Source: an optimization exercise on an open RTL-to-GDS flow (aim: small area, a short achievable clock period and few clock cycles). Production flows keep margins and buffers that such runs may drop.
The RTL was checked by simulation tests, not by an equivalence proof against the original design.

Setup of the baseline:
Design cellular_automaton_engine, start of the top module:
module cellular_automaton_engine (
    input  wire        clk,
    input  wire        rst,         
    input  wire        req_valid,
    output wire        req_ready,
    input  wire [63:0] req_data,
    output wire        rsp_valid,
    input  wire        rsp_ready,
    output wire [63:0] rsp_data
);
    localparam N = 9;
    localparam C = 261;
    localparam [7:0] OP_LOAD_STATE = 8'h01,
                     OP_READ_STATE = 8'h02,
                     OP_NEXT_U32   = 8'h03,
                     OP_NEXT_U64   = 8'h04,
                     OP_FILL_BYTES = 8'h05,
                     OP_SEED_U64   = 8'h06,
                     OP_SEED_BYTES = 8'h07,
                     OP_STEP       = 8'h08;
    localparam [7:0] ST_OK             = 8'h00,
                     ST_INVALID_LENGTH = 8'h01,
                     ST_ILLEGAL_CMD    = 8'h02,
                     ST_NOT_SEEDED     = 8'h03;
    localparam [3:0] S_IDLE  = 4'd0,
                     S_LOAD  = 4'd1,    
                     S_SBA   = 4'd2,    
                     S_SEEDU = 4'd4,    
                     S_GEN   = 4'd6,    
                     S_READ  = 4'd7,    
                     S_STEP  = 4'd8,    
                     S_LAST  = 4'd9,    
                     S_CATCH = 4'd10;   
    reg [31:0] s [0:N-1];
    reg        seeded;
    reg [3:0]  state;
    reg        req_ready_r;
    reg        rsp_valid_r;
    reg [63:0] rsp_r;
    reg [31:0] lo;              
    reg        have_lo;
    reg [31:0] rem;             
    reg        first;           
    reg [2:0]  nb3;             
    reg        ok9;             
    reg [2:0]  sbi;             
    reg        sh_lo;           
    reg        sh_two;          
    reg [15:0] q0, q1, q2, q3;  
    reg [4:0]  q1d1, q1d2;      
    reg [15:0] q2d;             
    reg [3:0]  pcnt;            
    reg        pbusy;           
    assign req_ready = req_ready_r;
    assign rsp_valid = rsp_valid_r;
  ...
export LEC_CHECK = 0
export CAP_MARGIN = 20
export CORE_MARGIN = 2
export CORE_UTILIZATION = 50
export PLACE_DENSITY = 0.6
export SLEW_MARGIN = 20
export SYNTH_HIERARCHICAL = 1
export SYNTH_MINIMUM_KEEP_SIZE = 0
create_clock -name core_clock -period 14.0 [get_ports {clk}]
standard.sh (not shown) runs the stock make flow with config.mk's settings and CLKGATE_MAP_FILE= SYNTH_SCRIPT=/design/flow/synth_recipe.tcl, a recipe that flattens the netlist after the stock synthesis.
==> flow/flow/run.sh <==
#!/bin/bash
# The standard ORFS layout (standard.sh: standard synthesis, floorplan,
# placement, CTS, routing, finish), with the setup repair asked to keep a
# larger margin under the design's clock period so that it works on the
# design's real critical paths. The SDC, clock period and I/O delays are
# the standard flow's, unchanged. make's full output goes to flow_make.log here; ORFS's
# per-step logs stay under orfs/logs/.
set -euo pipefail
cd "$(dirname "$0")/.."
bash standard.sh SETUP_SLACK_MARGIN=10 TNS_END_PERCENT=100 finish > flow_make.log 2>&1
Testbench counts of the baseline, summed over its fixed seeds: cycles 2,882.
The inputs of the candidate differ from those of the baseline as listed below.
--- a/flow/design.v
+++ b/flow/design.v
@@ -3629,38 +3629,34 @@
     wire gen_lo   = st_gen & ~first & ~have_lo;          
     wire step4    = st_step & (rem[31:2] != 30'd0);
     wire step1    = st_step & (rem[31:2] == 30'd0);
     always @* begin
         s_t1 = step1;
         s_sh = sh_lo | pcg_sh | st_read;
         s_en = (gen_one & rsp_free) | (gen_lo & (~g_l4 | rsp_free)) | (state == S_CATCH) |
                step4 | step1 | sh_lo | sh_two | pcg_sh | (st_read & rsp_free);
         s_in = sh_lo ? lo : pcg_sh ? pcg_out : s[0];
     end
-    wire [15:0] q1_hold, q2_hold, q3_hold;
-    holdmux #(.W(16)) u_q1 (.en(pcnt >= 4'd1), .d(q1_next), .q(q1), .y(q1_hold));
-    holdmux #(.W(16)) u_q2 (.en(pcnt >= 4'd2), .d(q2_next), .q(q2), .y(q2_hold));
-    holdmux #(.W(16)) u_q3 (.en(pcnt >= 4'd3), .d(q3_next), .q(q3), .y(q3_hold));
     always @(posedge clk) begin
         q1d1 <= q1[15:11];
         q1d2 <= q1d1;
         q2d  <= q2;
         if (state == S_SEEDU && req_valid) begin
             q0 <= req_data[15:0];
             q1 <= req_data[31:16];
             q2 <= req_data[47:32];
             q3 <= req_data[63:48];
         end else begin
             q0 <= q0_next;
-            q1 <= q1_hold;
-            q2 <= q2_hold;
-            q3 <= q3_hold;
+            if (pcnt >= 4'd1) q1 <= q1_next;
+            if (pcnt >= 4'd2) q2 <= q2_next;
+            if (pcnt >= 4'd3) q3 <= q3_next;
         end
     end
     integer i;
     always @(posedge clk) begin
         for (i = 0; i < N; i = i + 1) begin
             if (s_en)
                 s[i] <= sh_two ? ((i == N - 1) ? rem : (i == N - 2) ? lo : s[(i + 2) % N]) :
                         s_sh ? ((i == N - 1) ? s_in : s[(i + 1) % N]) :
                         s_t1 ? pack(c1, i) : pack(c4, i);
         end
Findings:
Any difference in length of routed wiring on met1 between the baseline and the candidate is small enough to ignore. Diff the baseline -> the candidate: number of tap instances shows a reduction of about 1.4%, number of buffers inserted to repair setup after CTS now larger, layout multi-input combinational cell count down 3.7%, routed wire length went down 1.4%. There was hardly any difference in post-detailed-route wirelength per cell between the baseline and the candidate. | core area | higher: the baseline |. On the candidate: number of nets in the finished design is 1.4% lower than what the baseline gave. Relative to the baseline, global routing usage on met3 decreased by 2.2 points in the candidate. The candidate reached the end of the flow, and the finished layout is clean on the timing, DRC and antenna checks. Compared to the baseline, the candidate shows a wider setup margin.
Testbench counts of the candidate, summed over its fixed seeds: cycles 2,882.

afterwards: timing with drivers on the ports:
No port has a modelled driver above. Below, the same layouts with a new extraction and two added sets of constraints.
Step 1 (the two cells are an assumption about what drives the block):
set clk [get_ports {clk}]
set_driving_cell -lib_cell sky130_fd_sc_hd__clkbuf_16 $clk
set_driving_cell -lib_cell sky130_fd_sc_hd__buf_2 [delete_from_list [all_inputs] $clk]
Step 2 also shifts input and output timing later by t, the mid clock arrival at the registers, as if the neighbouring blocks saw the same clock.
a / b / c = no drivers / after step 1 / after step 2; a / b = the first two.
run	t (ns)	setup WS [ns]	hold WS [ns]
the baseline	0.815	9.675 / 9.675 / 9.127	0.323 / 0.323 / 0.323
the candidate	0.819	9.683 / 9.683 / 9.057	0.330 / 0.330 / 0.330
After both steps setup and hold are still met in every run listed. For the candidate, which loses most, drivers alone change the setup slack by 0.000 ns; drivers and shift together by -0.626 ns.
